Source: an optimization exercise on an open RTL-to-GDS flow (aim: small area, a short achievable clock period and few clock cycles per item). Production flows keep margins and buffers that such runs may drop. In this exercise RTL edits were held to simulation tests only and were not proved equivalent to the original. Power and IR drop assume default switching activity.

Design fir_engine, start of the top module:
module fir_engine (
    input  wire        clk,
    input  wire        rst,         
    input  wire        in_valid,
    output reg         in_ready,
    input  wire [1:0]  in_op,       
    input  wire [2:0]  in_addr,     
    input  wire [31:0] in_re,
    input  wire [31:0] in_im,
    output reg         out_valid,
    input  wire        out_ready,
    output reg  [31:0] out_re,
    output reg  [31:0] out_im
);
    localparam OP_SAMPLE = 2'd0, OP_TAP = 2'd1;
    localparam NT = 8;
    localparam NQ = 4;              
    reg [32*NT-1:0] tap_re, tap_im, dl_re, dl_im;
    reg [NT-1:0] dl_ok;             
    reg [2:0]  nm1;                 
    reg        cplx;
    reg [2:0]  cur;                 
    reg        q_valid;
    reg [1:0]  q_op;
    reg [2:0]  q_addr;
    reg [31:0] q_re, q_im;
    reg        nxt;                 
    reg  [2:0] pend;                
    wire [1:0] l_free, l_old, l_idle, l_push;
    wire [31:0] l_re [0:1];
    wire [31:0] l_im [0:1];
    wire free_sel = nxt ? l_free[1] : l_free[0];
    wire old_oth  = nxt ? l_old[0]  : l_old[1];
    wire cons_sample = q_valid && (q_op == OP_SAMPLE) && free_sel && old_oth && (pend != NQ);
    wire cons_tap    = q_valid && (q_op == OP_TAP) && (&l_free);
    wire cons_cfg    = q_valid && q_op[1] && (&l_idle);
    wire cons        = cons_sample || cons_tap || cons_cfg;
    wire [2:0] cur_next = (cur == nm1) ? 3'd0 : cur + 3'd1;
    genvar g;
    generate
  ...
==> flow/config.mk <==
export PLATFORM = sky130hd
export DESIGN_NAME = fir_engine
export DESIGN_NICKNAME = fir_engine
export VERILOG_FILES = /design/flow/design.v
export SDC_FILE = /design/flow/constraint.sdc
export NUM_CORES = 4
export LEC_CHECK = 0
export CAP_MARGIN = 20
export CORE_MARGIN = 2
export CORE_UTILIZATION = 45
export CTS_BUF_LIST = sky130_fd_sc_hd__clkbuf_8
export PLACE_DENSITY = 0.55
export SLEW_MARGIN = 20
==> flow/constraint.sdc <==
create_clock -name core_clock -period 22.0 [get_ports {clk}]
set_input_delay 4.4000 -clock core_clock [delete_from_list [all_inputs] [get_ports {clk}]]
set_output_delay 4.4000 -clock core_clock [all_outputs]
set_load 0.01 [all_outputs]
standard.sh (not shown) runs the stock make flow with config.mk's settings and CLKGATE_MAP_FILE= SYNTH_SCRIPT=/design/flow/synth_recipe.tcl, a recipe that flattens the netlist after the stock synthesis.
==> flow/flow/run.sh <==
#!/bin/bash
# The standard ORFS layout (the standard.sh, standard synthesis unchanged),
# with the timing repair steps aiming for setup slack well beyond the clock
# constraint so the achieved period is pushed down, and clock tree synthesis
# without dummy loads. The SDC is the standard flow's own.
set -euo pipefail
MARGIN=$(cat flow/margin.txt)
CTS="-sink_clustering_enable -repair_clock_nets -dont_use_dummy_load -buf_list sky130_fd_sc_hd__clkbuf_8"
bash standard.sh finish "SETUP_SLACK_MARGIN=$MARGIN" "CTS_ARGS=$CTS" > flow_make.log 2>&1
==> flow/flow/margin.txt <==
15.5
Testbench counts at the start, summed over its fixed seeds: cycles 14,532, items 1,536.
Change:
CORE_UTILIZATION = 55   (was 45)
PLACE_DENSITY = 0.65   (was 0.55)
=> Count of clock-buffer cells in the layout shrinks by 18; critical path depth grows by 20; utilization grows by 10 points; combinational power is about the same.
Change:
==> flow/flow/margin.txt (replaced) <==
16
CORE_UTILIZATION = 45   (was 55)
PLACE_DENSITY = 0.55   (was 0.65)
What happened: Critical path depth went down by 20. Clock skew went down by 0.018 ns. Count of clock-buffer cells in the layout went up by 8. Core utilization went down by 9.3 points. Global-route usage went down by 5.3 points. Sequential share of layout area went down by 1.1 points. Worst setup slack is better by 0.29 ns. Area after synthesis is unchanged. Final cell count went up by 6.4%. Routed wire length went up by 4.4%. First-iteration DRC count went down by about 14%.
Change:
==> flow/flow/run.sh (replaced) <==
#!/bin/bash
# The standard ORFS layout (the standard.sh, standard synthesis unchanged),
# with the timing repair steps aiming for setup slack well beyond the clock
# constraint so the achieved period is pushed down. The SDC is the standard flow's own.
set -euo pipefail
MARGIN=$(cat flow/margin.txt)
bash standard.sh finish SETUP_SLACK_MARGIN=$MARGIN > flow_make.log 2>&1
==> flow/flow/margin.txt (replaced) <==
15
=> Hold slack gets better by 0.043 ns. Core utilization is lower by 0.76 points. Power falls by about 2%. Maximum frequency went down by 11%. Count of clock-buffer cells in the layout goes up by 66. Synthesized cell count is unchanged. Worst setup slack loses 0.74 ns. Global-route usage drops by 0.32 points. Register-to-register slack is worse by 0.84 ns. Non-clock buffer count went down by 312. Sequential power hardly moves.

* * *

fir_engine, a different RTL version from the one above (not shown whole).
Size in the first run: ~15000 cells after synthesis, roughly 2300 flip-flops, about 140 I/O pins, about 160000 um^2 of cells after synthesis.
Settings: LEC_CHECK=0, CAP_MARGIN=20, CORE_MARGIN=2, CORE_UTILIZATION=40, PLACE_DENSITY=0.5, SLEW_MARGIN=20; clock period 22.0 ns.
==> flow/flow/run.sh <==
#!/bin/bash
# The standard ORFS layout (the standard.sh, standard synthesis unchanged),
# with the timing repair steps aiming for setup slack well beyond the clock
# constraint so the achieved period is pushed down. The SDC is the standard flow's own.
set -euo pipefail
MARGIN=$(cat flow/margin.txt)
bash standard.sh finish SETUP_SLACK_MARGIN=$MARGIN > flow_make.log 2>&1
==> flow/flow/margin.txt <==
14
Testbench counts at the start, summed over its fixed seeds: cycles 14,532, items 1,536.
Next try:
==> flow/flow/margin.txt (replaced) <==
15.5
Result:
- The new run completed with no timing, DRC or antenna violations
- routed wire length grows by 6.3%
- clock-buffer cell count is higher by 8
- flip-flop and latch count stays the same

[what the ideal ports hide]
How much do the figures lean on ideal ports? The routed layouts below were timed once more, with nothing changed but the port constraints.
Step 1 (the two cells are an assumption about what drives the block):
set clk [get_ports {clk}]
set_driving_cell -lib_cell sky130_fd_sc_hd__clkbuf_16 $clk
set_driving_cell -lib_cell sky130_fd_sc_hd__buf_2 [delete_from_list [all_inputs] $clk]
Step 2 moves the port delays by t, midway between the first and last clock arrival at a register: inputs arrive t later, outputs are due t later. That takes back most of the time a late clock gives input paths.
Slacks: ideal / step 1 / step 2; pairs: ideal / step 1.
run | t (ns) | setup WS [ns] | slew at the worst register clock pin (ns)
the first run of note 1 | 1.114 | 15.621 / 15.526 / 15.039 | 0.07 / 0.07
the second run of note 1 | 1.075 | 15.621 / 15.543 / 14.710 | 0.07 / 0.07
the third run of note 1 | 1.135 | 15.911 / 15.810 / 14.950 | 0.06 / 0.06
the fourth run of note 1 | 1.163 | 15.170 / 15.170 / 14.137 | 0.09 / 0.09
the first run of note 2 | 1.000 | 14.215 / 14.215 / 14.069 | 0.06 / 0.06
the second run of note 2 | 1.024 | 14.646 / 14.646 / 14.646 | 0.07 / 0.07
After both steps setup and hold are still met in every run listed. The setup slack of the fourth run of note 1, which loses most, moves by 0.000 ns with the drivers and by -1.033 ns with both steps.
